Context: an optimization exercise on an open-source flow, tuned for small area, a short achievable clock period and few clock cycles per item. The choices shown serve that exercise and are no tape-out recipe. Function was checked by simulation only, so behaviour that the tests miss may differ from the original. No activity file was given, so power comes from the tool's default toggle rates.

==> flow/design.v <==
module fpc_pred (
    input  wire        clk,
    input  wire        clear,        
    input  wire [1:0]  clear_lsz,    
    input  wire        obs,          
    input  wire [63:0] a,
    output reg  [63:0] pred_f,       
    output reg  [63:0] td,           
    output wire [63:0] last          
);
    reg [63:0] tf [0:15];
    reg [63:0] tdt [0:15];
    reg [15:0] vf, vd;                
    reg [15:0] of, od;                
    reg [15:0] hf, hd;                
    reg [3:0]  ctx_d;
    reg [63:0] last_r;
    reg [1:0]  lsz;
    wire [3:0] mask = {lsz == 2'd3, lsz >= 2'd2, lsz != 2'd0, 1'b1};
    integer i;
    always @(*) begin
        pred_f = 64'd0;
        td     = 64'd0;
        for (i = 0; i < 16; i = i + 1) begin
            pred_f = pred_f | (tf[i]  & {64{hf[i]}});
            td     = td     | (tdt[i] & {64{hd[i]}});
        end
    end
    assign last = last_r;
    wire [63:0] delta = a - last_r;
    wire [3:0]  cf_n  = a[51:48] & mask;
    wire [3:0]  cd_n  = {ctx_d[1:0] ^ delta[43:42], delta[41:40]} & mask;
    wire [15:0] of_n  = 16'd1 << cf_n;
    wire [15:0] od_n  = 16'd1 << cd_n;
    wire [15:0] vf_n  = vf | of;
    wire [15:0] vd_n  = vd | od;
    always @(posedge clk) begin
        for (i = 0; i < 16; i = i + 1) begin
            if (obs && of[i]) tf[i]  <= a;
            if (obs && od[i]) tdt[i] <= delta;
        end
        if (clear) begin
            vf     <= 16'd0;
            vd     <= 16'd0;
            of     <= 16'd1;
            od     <= 16'd1;
            hf     <= 16'd0;
            hd     <= 16'd0;
            ctx_d  <= 4'd0;
            last_r <= 64'd0;
            lsz    <= clear_lsz;
        end else if (obs) begin
            vf     <= vf_n;
            vd     <= vd_n;
            of     <= of_n;
            od     <= od_n;
            hf     <= of_n & vf_n;
            hd     <= od_n & vd_n;
            ctx_d  <= cd_n;
            last_r <= a;
        end
    end
endmodule
module fpc_half (
    input  wire [63:0] res_f,
    input  wire [63:0] res_d,
    output wire        sel,       
    output reg  [2:0]  code,
    output wire [63:0] resid
);
    function [3:0] lzb;
        input [63:0] r;
        begin
            if      (r[63:56] != 0) lzb = 4'd0;
            else if (r[55:48] != 0) lzb = 4'd1;
            else if (r[47:40] != 0) lzb = 4'd2;
            else if (r[39:32] != 0) lzb = 4'd3;
            else if (r[31:24] != 0) lzb = 4'd4;
            else if (r[23:16] != 0) lzb = 4'd5;
            else if (r[15:8]  != 0) lzb = 4'd6;
            else if (r[7:0]   != 0) lzb = 4'd7;
            else                    lzb = 4'd8;
        end
    endfunction
    wire [3:0] z_f = lzb(res_f);
    wire [3:0] z_d = lzb(res_d);
    assign sel   = (z_d > z_f);
    assign resid = sel ? res_d : res_f;
    wire [3:0] z = sel ? z_d : z_f;
    always @(*) begin
        case (z)
            4'd0:    code = 3'd0;
            4'd1:    code = 3'd1;
            4'd2:    code = 3'd2;
            4'd3:    code = 3'd3;
            4'd4:    code = 3'd3;
            4'd5:    code = 3'd4;
            4'd6:    code = 3'd5;
            4'd7:    code = 3'd6;
            default: code = 3'd7;
        endcase
    end
endmodule
module fpc_enc (
    input  wire        clk,
    input  wire        rst,
    input  wire        cfg_valid,
    output wire        cfg_ready,
    input  wire [1:0]  cfg_lsz,       
    input  wire        in_valid,
    output wire        in_ready,
    input  wire [63:0] in_data,
    input  wire        in_last,
    output wire        out_valid,
    input  wire        out_ready,
    output wire [63:0] out_data,
    output wire [3:0]  out_nbytes,
    output wire        out_last
);
    localparam [1:0] K_V1 = 2'd0,     
                     K_V2 = 2'd1,     
                     K_PAD = 2'd2;    
    function [3:0] nb_of;             
        input [2:0] c;
        case (c)
            3'd0: nb_of = 4'd8; 3'd1: nb_of = 4'd7; 3'd2: nb_of = 4'd6;
            3'd3: nb_of = 4'd5; 3'd4: nb_of = 4'd3; 3'd5: nb_of = 4'd2;
            3'd6: nb_of = 4'd1; default: nb_of = 4'd0;
        endcase
    endfunction
    function [63:0] add64;
        input [63:0] x, y;
        reg   [63:0] g, p, gn, pn;
        integer lv, b;
        begin
            g = x & y;
            p = x ^ y;
            for (lv = 1; lv < 64; lv = lv * 2) begin
                gn = g;
                pn = p;
                for (b = lv; b < 64; b = b + 1) begin
                    gn[b] = g[b] | (p[b] & g[b-lv]);
                    pn[b] = p[b] & p[b-lv];
                end
                g = gn;
                p = pn;
            end
            add64 = (x ^ y) ^ {g[62:0], 1'b0};
        end
    endfunction
    reg adv;
    assign in_ready  = adv;
    assign cfg_ready = adv;
    reg        first;                 
    reg        vA, cA, lastA;
    reg [1:0]  kA, lszA;
    reg [63:0] aA;
    always @(posedge clk) begin
        if (rst) begin
            vA    <= 1'b0;
            cA    <= 1'b0;
            first <= 1'b1;
        end else if (adv) begin
            vA    <= in_valid;
            cA    <= cfg_valid;
            if (in_valid) first <= !first || in_last;
        end
        if (adv) begin
            aA    <= in_data;
            lastA <= in_last;
            kA    <= !first ? K_V2 : in_last ? K_PAD : K_V1;
            lszA  <= cfg_lsz;
        end
    end
    wire [63:0] pred_f, td, last;
    fpc_pred u_pred (
        .clk       (clk),
        .clear     (rst || (adv && cA)),
        .clear_lsz (rst ? 2'd3 : lszA),
        .obs       (adv && vA),
        .a         (aA),
        .pred_f    (pred_f),
        .td        (td),
        .last      (last)
    );
    reg        vB, lastB;
    reg [1:0]  kB;
    reg [63:0] rfB, pdB;
    always @(posedge clk) begin
        if (rst)      vB <= 1'b0;
        else if (adv) vB <= vA;
        if (adv) begin
            kB    <= kA;
            lastB <= lastA;
            rfB   <= pred_f ^ aA;
            pdB   <= add64(last, td);
        end
    end
    wire        h_sel;
    wire [2:0]  h_code;
    wire [63:0] h_res;
    fpc_half u_half (
        .res_f  (rfB),
        .res_d  (pdB ^ last),      
        .sel    (h_sel),
        .code   (h_code),
        .resid  (h_res)
    );
    reg        v1, last1, s1;
    reg [1:0]  k1;
    reg [2:0]  c1;
    reg [63:0] r1;
    reg        v0, last0, s0;
    reg [1:0]  k0;
    reg [2:0]  c0;
    reg [63:0] r0;
    wire [3:0] n1 = nb_of(c1);
    wire [3:0] n0 = nb_of(c0);
    wire       q0_can = v0 && (k0 != K_V1 || v1);
    wire       emit   = adv && q0_can;
    reg  [3:0] clen;
    reg        cend;
    always @(*) begin
        case (k0)
            K_V1:    begin clen = n0 + 4'd1; cend = last1 && (n1 == 4'd0); end
            K_V2:    begin clen = n0;        cend = last0 && (n0 != 4'd0); end
            default: begin clen = n0 + 4'd2; cend = 1'b1; end
        endcase
    end
    wire [7:0]  hdr  = {s0, c0, (k0 == K_PAD) ? 4'b0111 : {s1, c1}};
    wire [79:0] cdat = (k0 == K_V2) ? {16'd0, r0} : {8'd0, r0, hdr};
    wire q0_load = adv && (emit || !v0);
    always @(posedge clk) begin
        if (rst) begin
            v1 <= 1'b0;
            v0 <= 1'b0;
        end else begin
            if (adv)     v1 <= vB;
            if (q0_load) v0 <= v1;
        end
        if (adv) begin
            k1    <= kB;
            last1 <= lastB;
            s1    <= h_sel;
            c1    <= h_code;
            r1    <= h_res;
        end
        if (q0_load) begin
            k0    <= k1;
            last0 <= last1;
            s0    <= s1;
            c0    <= c1;
            r0    <= r1;
        end
    end
    reg [63:0] row [0:2];
    reg [2:0]  rlast;
    reg [3:0]  rnb [0:2];
    reg [1:0]  w;                     
    reg [2:0]  p;                     
    assign out_valid  = (w != 2'd0);
    assign out_data   = row[0];
    assign out_nbytes = rnb[0];
    assign out_last   = rlast[0];
    wire       pop = out_valid && out_ready;
    wire [1:0] w1  = w - {1'b0, pop};
    wire [143:0] win = {64'd0, cdat} << {p, 3'b000};
    wire [4:0]   pos = {w1, p} + {1'b0, clen};
    wire [4:0]   fin = pos - 5'd1;            
    reg [1:0]  w_n;
    reg [2:0]  p_n;
    always @(*) begin
        if (emit && cend) begin
            w_n = fin[4:3] + 2'd1;
            p_n = 3'd0;
        end else if (emit) begin
            w_n = pos[4:3];
            p_n = pos[2:0];
        end else begin
            w_n = w1;
            p_n = p;
        end
    end
    integer k, j;
    reg [63:0] rs;
    reg        ls;
    reg [3:0]  ns;
    always @(posedge clk) begin
        for (k = 0; k < 3; k = k + 1) begin
            rs = (pop && k < 2) ? row[k+1]   : row[k];
            ls = (pop && k < 2) ? rlast[k+1] : rlast[k];
            ns = (pop && k < 2) ? rnb[k+1]   : rnb[k];
            if (emit && k == w1) begin
                for (j = 0; j < 8; j = j + 1)
                    if (j >= p) rs[8*j +: 8] = win[8*j +: 8];
            end else if (emit && k == w1 + 1) begin
                rs = win[64 +: 64];
            end else if (emit && k == w1 + 2) begin
                rs = win[128 +: 16];
            end
            if (emit && k >= w1) begin
                ls = cend && (k == fin[4:3]);
                ns = (cend && k == fin[4:3]) ? {1'b0, fin[2:0]} + 4'd1 : 4'd8;
            end
            row[k]   <= rs;
            rlast[k] <= ls;
            rnb[k]   <= ns;
        end
        if (rst) begin
            w <= 2'd0;
            p <= 3'd0;
        end else begin
            w <= w_n;
            p <= p_n;
        end
    end
    wire       q0n_v = q0_load ? v1    : v0;
    wire [1:0] q0n_k = q0_load ? k1    : k0;
    wire [3:0] q0n_n = q0_load ? n1    : n0;
    wire       q1n_v = adv     ? vB    : v1;
    reg  [3:0] len_n;
    always @(*) begin
        if (!q0n_v)                len_n = 4'd0;
        else if (q0n_k == K_V1)    len_n = q1n_v ? q0n_n + 4'd1 : 4'd0;
        else if (q0n_k == K_V2)    len_n = q0n_n;
        else                       len_n = q0n_n + 4'd2;
    end
    function [4:0] fill_after;
        input [1:0] wx;               
        reg   [4:0] ps, fs;
        begin
            ps = {wx, p} + {1'b0, clen};
            fs = ps - 5'd1;
            if (emit && cend) fill_after = {fs[4:3] + 2'd1, 3'd0};
            else if (emit)    fill_after = ps;
            else              fill_after = {wx, p};
        end
    endfunction
    wire [5:0] room_keep = {1'b0, fill_after(w)}        + {2'd0, len_n};
    wire [5:0] room_pop  = {1'b0, fill_after(w - 2'd1)} + {2'd0, len_n};
    wire       adv_keep  = (room_keep <= 6'd24);
    wire       adv_pop   = (room_pop  <= 6'd24);
    always @(posedge clk) begin
        if (rst) adv <= 1'b1;
        else     adv <= pop ? adv_pop : adv_keep;
    end
endmodule
clock: 12.0 ns
lec_check: 0
cap_margin: 20
core_margin: 2
core_utilization: 40
setup_slack_margin: 5
slew_margin: 20
standard.sh (not shown) runs the stock make flow with config.mk's settings and CLKGATE_MAP_FILE= SYNTH_SCRIPT=/design/flow/synth_recipe.tcl, a recipe that flattens the netlist after the stock synthesis.
==> flow/flow/run.sh <==
#!/bin/bash
set -euo pipefail
MARGIN=8
sed -E "s/SETUP_SLACK_MARGIN=[-0-9.]+/SETUP_SLACK_MARGIN=${MARGIN}/" standard.sh > standard_margin.sh
grep -q "SETUP_SLACK_MARGIN=${MARGIN} " standard_margin.sh
bash standard_margin.sh > make_flow.log 2>&1
The baseline produced a clean layout.
Testbench counts at the start, summed over its fixed seeds: cycles 18,314, values 18,000.
Rerun with:
--- a/flow/design.v
+++ b/flow/design.v
@@ -128,26 +128,6 @@
             3'd6: nb_of = 4'd1; default: nb_of = 4'd0;
         endcase
     endfunction
-    function [63:0] add64;
-        input [63:0] x, y;
-        reg   [63:0] g, p, gn, pn;
-        integer lv, b;
-        begin
-            g = x & y;
-            p = x ^ y;
-            for (lv = 1; lv < 64; lv = lv * 2) begin
-                gn = g;
-                pn = p;
-                for (b = lv; b < 64; b = b + 1) begin
-                    gn[b] = g[b] | (p[b] & g[b-lv]);
-                    pn[b] = p[b] & p[b-lv];
-                end
-                g = gn;
-                p = pn;
-            end
-            add64 = (x ^ y) ^ {g[62:0], 1'b0};
-        end
-    endfunction
     reg adv;
     assign in_ready  = adv;
     assign cfg_ready = adv;
@@ -193,7 +173,7 @@
             kB    <= kA;
             lastB <= lastA;
             rfB   <= pred_f ^ aA;
-            pdB   <= add64(last, td);
+            pdB   <= last + td;
         end
     end
     wire        h_sel;
@@ -325,23 +305,9 @@
         else if (q0n_k == K_V2)    len_n = q0n_n;
         else                       len_n = q0n_n + 4'd2;
     end
-    function [4:0] fill_after;
-        input [1:0] wx;               
-        reg   [4:0] ps, fs;
-        begin
-            ps = {wx, p} + {1'b0, clen};
-            fs = ps - 5'd1;
-            if (emit && cend) fill_after = {fs[4:3] + 2'd1, 3'd0};
-            else if (emit)    fill_after = ps;
-            else              fill_after = {wx, p};
-        end
-    endfunction
-    wire [5:0] room_keep = {1'b0, fill_after(w)}        + {2'd0, len_n};
-    wire [5:0] room_pop  = {1'b0, fill_after(w - 2'd1)} + {2'd0, len_n};
-    wire       adv_keep  = (room_keep <= 6'd24);
-    wire       adv_pop   = (room_pop  <= 6'd24);
+    wire [5:0] room = {1'b0, w_n, p_n} + {2'd0, len_n};
     always @(posedge clk) begin
         if (rst) adv <= 1'b1;
-        else     adv <= pop ? adv_pop : adv_keep;
+        else     adv <= (room <= 6'd24);
     end
 endmodule
The changed run went through all stages and came out clean.
Routed wire length is higher by 0.49%.
Setup slack improved by 0.053 ns.
Power drops by 14%.
Final area hardly moves.
Register-to-register slack gets better by 0.05 ns.
Core utilization barely changes.
Clock-buffer cell count went up by 3.
Area after synthesis is about the same.
Sequential share of layout area hardly moves.
Synthesized cell count barely changes.
Testbench counts after the change, summed over its fixed seeds: cycles 18,314, values 18,000.

## static timing again, ports no longer ideal
How much do the figures lean on ideal ports? The routed layouts below were timed once more, with nothing changed but the port constraints.
Step 1, drivers: a clkbuf_16 drives clk and a buf_2 each remaining input, both assumed.
Step 2, shift: input delay + t, output delay - t, t = (earliest + latest rising clock arrival at the registers) / 2. This alone moves slack from input paths to output paths.
Slacks: ideal / step 1 / step 2; pairs: ideal / step 1.
| run | t, ns | setup slack, ns | hold WS [ns] | worst setup path at the end | cell pins on the clock port's net |
|---|---|---|---|---|---|
| the first run | 0.998 | 7.411 / 7.411 / 7.159 | 0.407 / 0.407 / 0.407 | input to register | 1 |
| the second run | 1.008 | 7.465 / 7.465 / 6.598 | 0.414 / 0.414 / 0.414 | input to register | 1 |
After both steps every run listed still meets setup and hold. For the second run, which loses most, drivers alone change the setup slack by 0.000 ns; drivers and shift together by -0.867 ns.
